Background: an optimization exercise with open tools, aiming at small area. Do not read the settings as production practice. The RTL was checked by simulation tests, not by an equivalence proof against the original design. Power and IR drop assume default switching activity. No driver is modelled on the clock port, so clocking that relies on it looks cheaper here than on a real chip.

Design eeprom_seq, start of the top module:
module eeprom_seq (
    input             clk,
    input             rst,
    input             cmd_valid,
    output            cmd_ready,
    input      [31:0] cmd_word,
    input             buf_we,
    input             buf_sel,
    input      [4:0]  buf_idx,
    input      [22:0] buf_wdata,
    input      [4:0]  rbuf_idx,
    output     [7:0]  rbuf_data,
    input             map_ok,
    input             term_req,
    output reg        ev_valid,
    input             ev_ready,
    output reg [3:0]  ev_kind,
    output reg [31:0] ev_arg,
    input      [31:0] ev_lev,
    output     [31:0] status,
    output     [31:0] err_info,
    output     [14:0] err_addr
);
    localparam [3:0] OP_INIT = 4'h1, OP_CFG_DOUT = 4'h2, OP_CFG_DIN = 4'h3,
                     OP_CADDR = 4'h4, OP_CPAGE = 4'h5, OP_CPAIRS = 4'h6,
                     OP_WSEQ = 4'h7, OP_RSEQ = 4'h8, OP_SDP_OFF = 4'h9,
  ...
Size: about 230 I/O pins.
Settings: LEC_CHECK=0, ABC_AREA=1, CAP_MARGIN=20, CORE_MARGIN=2, CORE_UTILIZATION=65, SLEW_MARGIN=20; clock period 10.0 ns.
standard.sh (not shown) runs the stock make flow with config.mk's settings and CLKGATE_MAP_FILE= SYNTH_SCRIPT=/design/flow/synth_recipe.tcl, a recipe that flattens the netlist after the stock synthesis.
==> flow/flow/run.sh <==
#!/bin/bash
# The standard layout (standard.sh) with three changes:
#  - synthesis is synth_recipe.tcl with only the abc technology-mapping
#    script swapped for an area-recovery one (flow/area.abc); registers
#    are mapped before abc, so they come out exactly as in the standard
#    synthesis;
#  - clock tree synthesis adds no dummy balancing loads and builds leaf
#    clusters of up to 20 registers within 60 um, from clkbuf_8;
#  - every input and output port still gets its own buffer, but buf_1
#    instead of clkdlybuf4s50_1.
set -euo pipefail
HERE=$(pwd)
export CUSTOM_ABC_SCRIPT="$HERE/flow/area.abc"
export CTS_ARGS="-sink_clustering_enable -repair_clock_nets -dont_use_dummy_load -sink_clustering_size 20 -sink_clustering_max_diameter 60 -buf_list {sky130_fd_sc_hd__clkbuf_8}"
export BUFFER_PORTS_ARGS="-inputs -outputs -buffer_cell sky130_fd_sc_hd__buf_1"
sed "s|SYNTH_SCRIPT=[^ ]*|SYNTH_SCRIPT=$HERE/flow/area_synth.tcl|" standard.sh > area_standard.sh
grep -q "SYNTH_SCRIPT=$HERE/flow/area_synth.tcl" area_standard.sh
bash area_standard.sh > standard_flow.log 2>&1
==> flow/flow/area.abc <==
strash
dch
map -a
strash
dch
map -a
strash
dch
map -a
topo
==> flow/flow/area_synth.tcl <==
proc synth {args} { yosys synth -nofsm -noshare {*}$args }
proc abc {args} {
  set i [lsearch -exact $args -script]
  if {$i >= 0 && [info exists ::env(CUSTOM_ABC_SCRIPT)]} {
    set args [lreplace $args [expr {$i+1}] [expr {$i+1}] $::env(CUSTOM_ABC_SCRIPT)]
  }
  yosys abc {*}$args
}
source $::env(SCRIPTS_DIR)/synth.tcl
# left out here: clear keep_hierarchy, flatten, clean up, hide names made inside functions, write 1_2_yosys.v
The first run completed with no timing, DRC or antenna violations.
Rerun with:
--- a/flow/flow/run.sh
+++ b/flow/flow/run.sh
@@ -6,5 +6,5 @@
 #    synthesis;
 #  - clock tree synthesis adds no dummy balancing loads and builds leaf
-#    clusters of up to 20 registers within 60 um, from clkbuf_8;
+#    clusters of up to 20 registers within 60 um, from clkbuf_8 (clkbuf_16 above the leaves);
 #  - every input and output port still gets its own buffer, but buf_1
 #    instead of clkdlybuf4s50_1.
@@ -12,5 +12,5 @@
 HERE=$(pwd)
 export CUSTOM_ABC_SCRIPT="$HERE/flow/area.abc"
-export CTS_ARGS="-sink_clustering_enable -repair_clock_nets -dont_use_dummy_load -sink_clustering_size 20 -sink_clustering_max_diameter 60 -buf_list {sky130_fd_sc_hd__clkbuf_8}"
+export CTS_ARGS="-sink_clustering_enable -repair_clock_nets -dont_use_dummy_load -sink_clustering_size 20 -sink_clustering_max_diameter 60 -buf_list {sky130_fd_sc_hd__clkbuf_8} -root_buf sky130_fd_sc_hd__clkbuf_16 -tree_buf sky130_fd_sc_hd__clkbuf_16"
 export BUFFER_PORTS_ARGS="-inputs -outputs -buffer_cell sky130_fd_sc_hd__buf_1"
 sed "s|SYNTH_SCRIPT=[^ ]*|SYNTH_SCRIPT=$HERE/flow/area_synth.tcl|" standard.sh > area_standard.sh
Design area rose by 0.32%.
Synthesized cell count stays the same.
Routed wire length hardly moves.
Register-to-register slack stays flat.
Setup slack is worse by 0.032 ns.

== run A ==
eeprom_seq again, from the RTL that the note above started with.
// eeprom_seq
module eeprom_seq (
    input             clk,
    input             rst,
    input             cmd_valid,
    output            cmd_ready,
    input      [31:0] cmd_word,
    input             buf_we,
    input             buf_sel,
    input      [4:0]  buf_idx,
    input      [22:0] buf_wdata,
    input      [4:0]  rbuf_idx,
    output     [7:0]  rbuf_data,
    input             map_ok,
    input             term_req,
    output reg        ev_valid,
    input             ev_ready,
    output reg [3:0]  ev_kind,
    output reg [31:0] ev_arg,
    input      [31:0] ev_lev,
    output     [31:0] status,
    output     [31:0] err_info,
    output     [14:0] err_addr
);
clock: 10.0 ns
lec_check: 0
abc_area: 1
cap_margin: 5
core_margin: 2
core_utilization: 70
gpl_timing_driven: 0
slew_margin: 5
==> flow/flow/run.sh <==
#!/bin/bash
set -euo pipefail
export CTS_ARGS="-sink_clustering_enable -repair_clock_nets -dont_use_dummy_load -sink_clustering_size 26 -sink_clustering_max_diameter 90"
export BUFFER_PORTS_ARGS="-inputs -outputs -buffer_cell sky130_fd_sc_hd__buf_1"
bash standard.sh > standard_flow.log 2>&1
Run A: full flow OK, the timing, DRC and antenna checks passed
> inputs changed (run A -> run B)
- changing CORE_UTILIZATION from 70 to 65
- changing CAP_MARGIN from 5 to 20
- removing GPL_TIMING_DRIVEN (formerly 0)
- changing SLEW_MARGIN from 5 to 20
==> flow/flow/run.sh <==
#!/bin/bash
# The standard layout (standard.sh) with three changes:
#  - synthesis is synth_recipe.tcl with only the abc technology-mapping
#    script swapped for an area-recovery one (flow/area.abc); registers
#    are mapped before abc, so they come out exactly as in the standard
#    synthesis;
#  - clock tree synthesis adds no dummy balancing loads and builds leaf
#    clusters of up to 26 registers within 90 um;
#  - every input and output port still gets its own buffer, but buf_1
#    instead of clkdlybuf4s50_1.
set -euo pipefail
HERE=$(pwd)
export CUSTOM_ABC_SCRIPT="$HERE/flow/area.abc"
export CTS_ARGS="-sink_clustering_enable -repair_clock_nets -dont_use_dummy_load -sink_clustering_size 26 -sink_clustering_max_diameter 90"
export BUFFER_PORTS_ARGS="-inputs -outputs -buffer_cell sky130_fd_sc_hd__buf_1"
sed "s|SYNTH_SCRIPT=[^ ]*|SYNTH_SCRIPT=$HERE/flow/area_synth.tcl|" standard.sh > area_standard.sh
grep -q "SYNTH_SCRIPT=$HERE/flow/area_synth.tcl" area_standard.sh
bash area_standard.sh > standard_flow.log 2>&1
==> flow/flow/area.abc (new file) <==
strash
dch
map -a
strash
dch
map -a
strash
dch
map -a
topo
==> flow/flow/area_synth.tcl (new file) <==
proc synth {args} { yosys synth -nofsm -noshare {*}$args }
proc abc {args} {
  set i [lsearch -exact $args -script]
  if {$i >= 0 && [info exists ::env(CUSTOM_ABC_SCRIPT)]} {
    set args [lreplace $args [expr {$i+1}] [expr {$i+1}] $::env(CUSTOM_ABC_SCRIPT)]
  }
  yosys abc {*}$args
}
source $::env(SCRIPTS_DIR)/synth.tcl
# left out here: clear keep_hierarchy, flatten, clean up, hide names made inside functions, write 1_2_yosys.v
What run B reported for via count of the first global-routing pass has to be multiplied by 1.16 to get the figure for run A.
Changes observed in run B relative to run A: maximum ir drop on the vdd rail down about 9%, total clock buffers created by CTS went up by about 2.2%.
The flow did not stop early for run B: all stages ran, and the layout cleared the timing, DRC and antenna checks.
The following lists how run C was set up differently from run B:
--- a/flow/flow/run.sh
+++ b/flow/flow/run.sh
@@ -7,3 +7,3 @@
 #  - clock tree synthesis adds no dummy balancing loads and builds leaf
-#    clusters of up to 26 registers within 90 um;
+#    clusters of up to 16 registers within 50 um, from clkbuf_8;
 #  - every input and output port still gets its own buffer, but buf_1
@@ -13,3 +13,3 @@
 export CUSTOM_ABC_SCRIPT="$HERE/flow/area.abc"
-export CTS_ARGS="-sink_clustering_enable -repair_clock_nets -dont_use_dummy_load -sink_clustering_size 26 -sink_clustering_max_diameter 90"
+export CTS_ARGS="-sink_clustering_enable -repair_clock_nets -dont_use_dummy_load -sink_clustering_size 16 -sink_clustering_max_diameter 50 -buf_list {sky130_fd_sc_hd__clkbuf_8}"
 export BUFFER_PORTS_ARGS="-inputs -outputs -buffer_cell sky130_fd_sc_hd__buf_1"
## What came out
Run C ran to completion and came out clean on the timing, DRC and antenna checks. Changes observed in run C relative to run B: final standard cell count with taps included and fillers excluded higher; final cell area excluding filler cells roughly the same; data arrival at the endpoint of the critical path higher; share of flip-flops with an asynchronous set or reset roughly the same; met3 wirelength from detailed routing higher. As far as floorplan die width goes, run C and run B are indistinguishable; the numbers are identical. Against run B, run C comes in about 1.6% lower on internal power component. Status: count of port buffers added during placement parity (run B, run C). The global routing usage on met1 was comparable across run B and run C.
## Diff of input files: run D against run C
==> flow/flow/run.sh <==
#!/bin/bash
set -euo pipefail
export CTS_ARGS="-sink_clustering_enable -repair_clock_nets -dont_use_dummy_load -sink_clustering_size 30 -sink_clustering_max_diameter 100"
export BUFFER_PORTS_ARGS="-inputs -outputs -buffer_cell sky130_fd_sc_hd__buf_1"
bash standard.sh > standard_flow.log 2>&1
removed: flow/flow/area.abc
removed: flow/flow/area_synth.tcl
Results
- The post-layout minimum cycle time number comes out higher for run C vs run D.
- Run C and run D all finish clean.
- Going from run C to run D, placeable core region +about 5%; sequential share of layout area -1.1 points.
- From run C to run D the numbers moved as follows: core utilization down 2.4 points, floorplan die width now sits higher, area of the die went up about 4.6%, worst hold slack higher.
- Run C vs run D, capture point of the critical path: rbuf_data[2] vs rbuf_data[5]
- Run D against run C; number of cells after detailed placement is up by a little under 10%.

[afterwards: timing with drivers on the ports]
No port has a modelled driver above. Below, the same layouts with a new extraction and two added sets of constraints.
Step 1 sets driving cells, clkbuf_16 on the clock port and buf_2 on the other inputs (assumed; they add their load-dependent delay and slew).
Step 2 times the ports against the registers' clock, not the clock port: input delays grow and output delays shrink by t, the midpoint of the rising clock arrivals with the driver on.
Slacks: no drivers / after step 1 / after step 2; pairs: no drivers / after step 1.
| run | shift t [ns] | setup slack, ns | worst setup path after step 2 | pins driven straight from the clock port |
|---|---|---|---|---|
| the first run of note 1 | 0.865 | 2.374 / 2.352 / 2.352 | input to output | 1 |
| the second run of note 1 | 0.744 | 2.343 / 2.320 / 2.320 | input to output | 1 |
| run A | 0.738 | 2.882 / 2.862 / 2.862 | input to output | 1 |
| run B | 0.738 | 2.296 / 2.275 / 2.275 | input to output | 1 |
| run C | 0.901 | 2.237 / 2.215 / 2.215 | input to output | 1 |
| run D | 0.744 | 2.860 / 2.838 / 2.838 | input to output | 1 |
After both steps setup and hold are still met in every run listed. The setup slack of the second run of note 1, which loses most, moves by -0.023 ns with the drivers and by -0.023 ns with both steps.
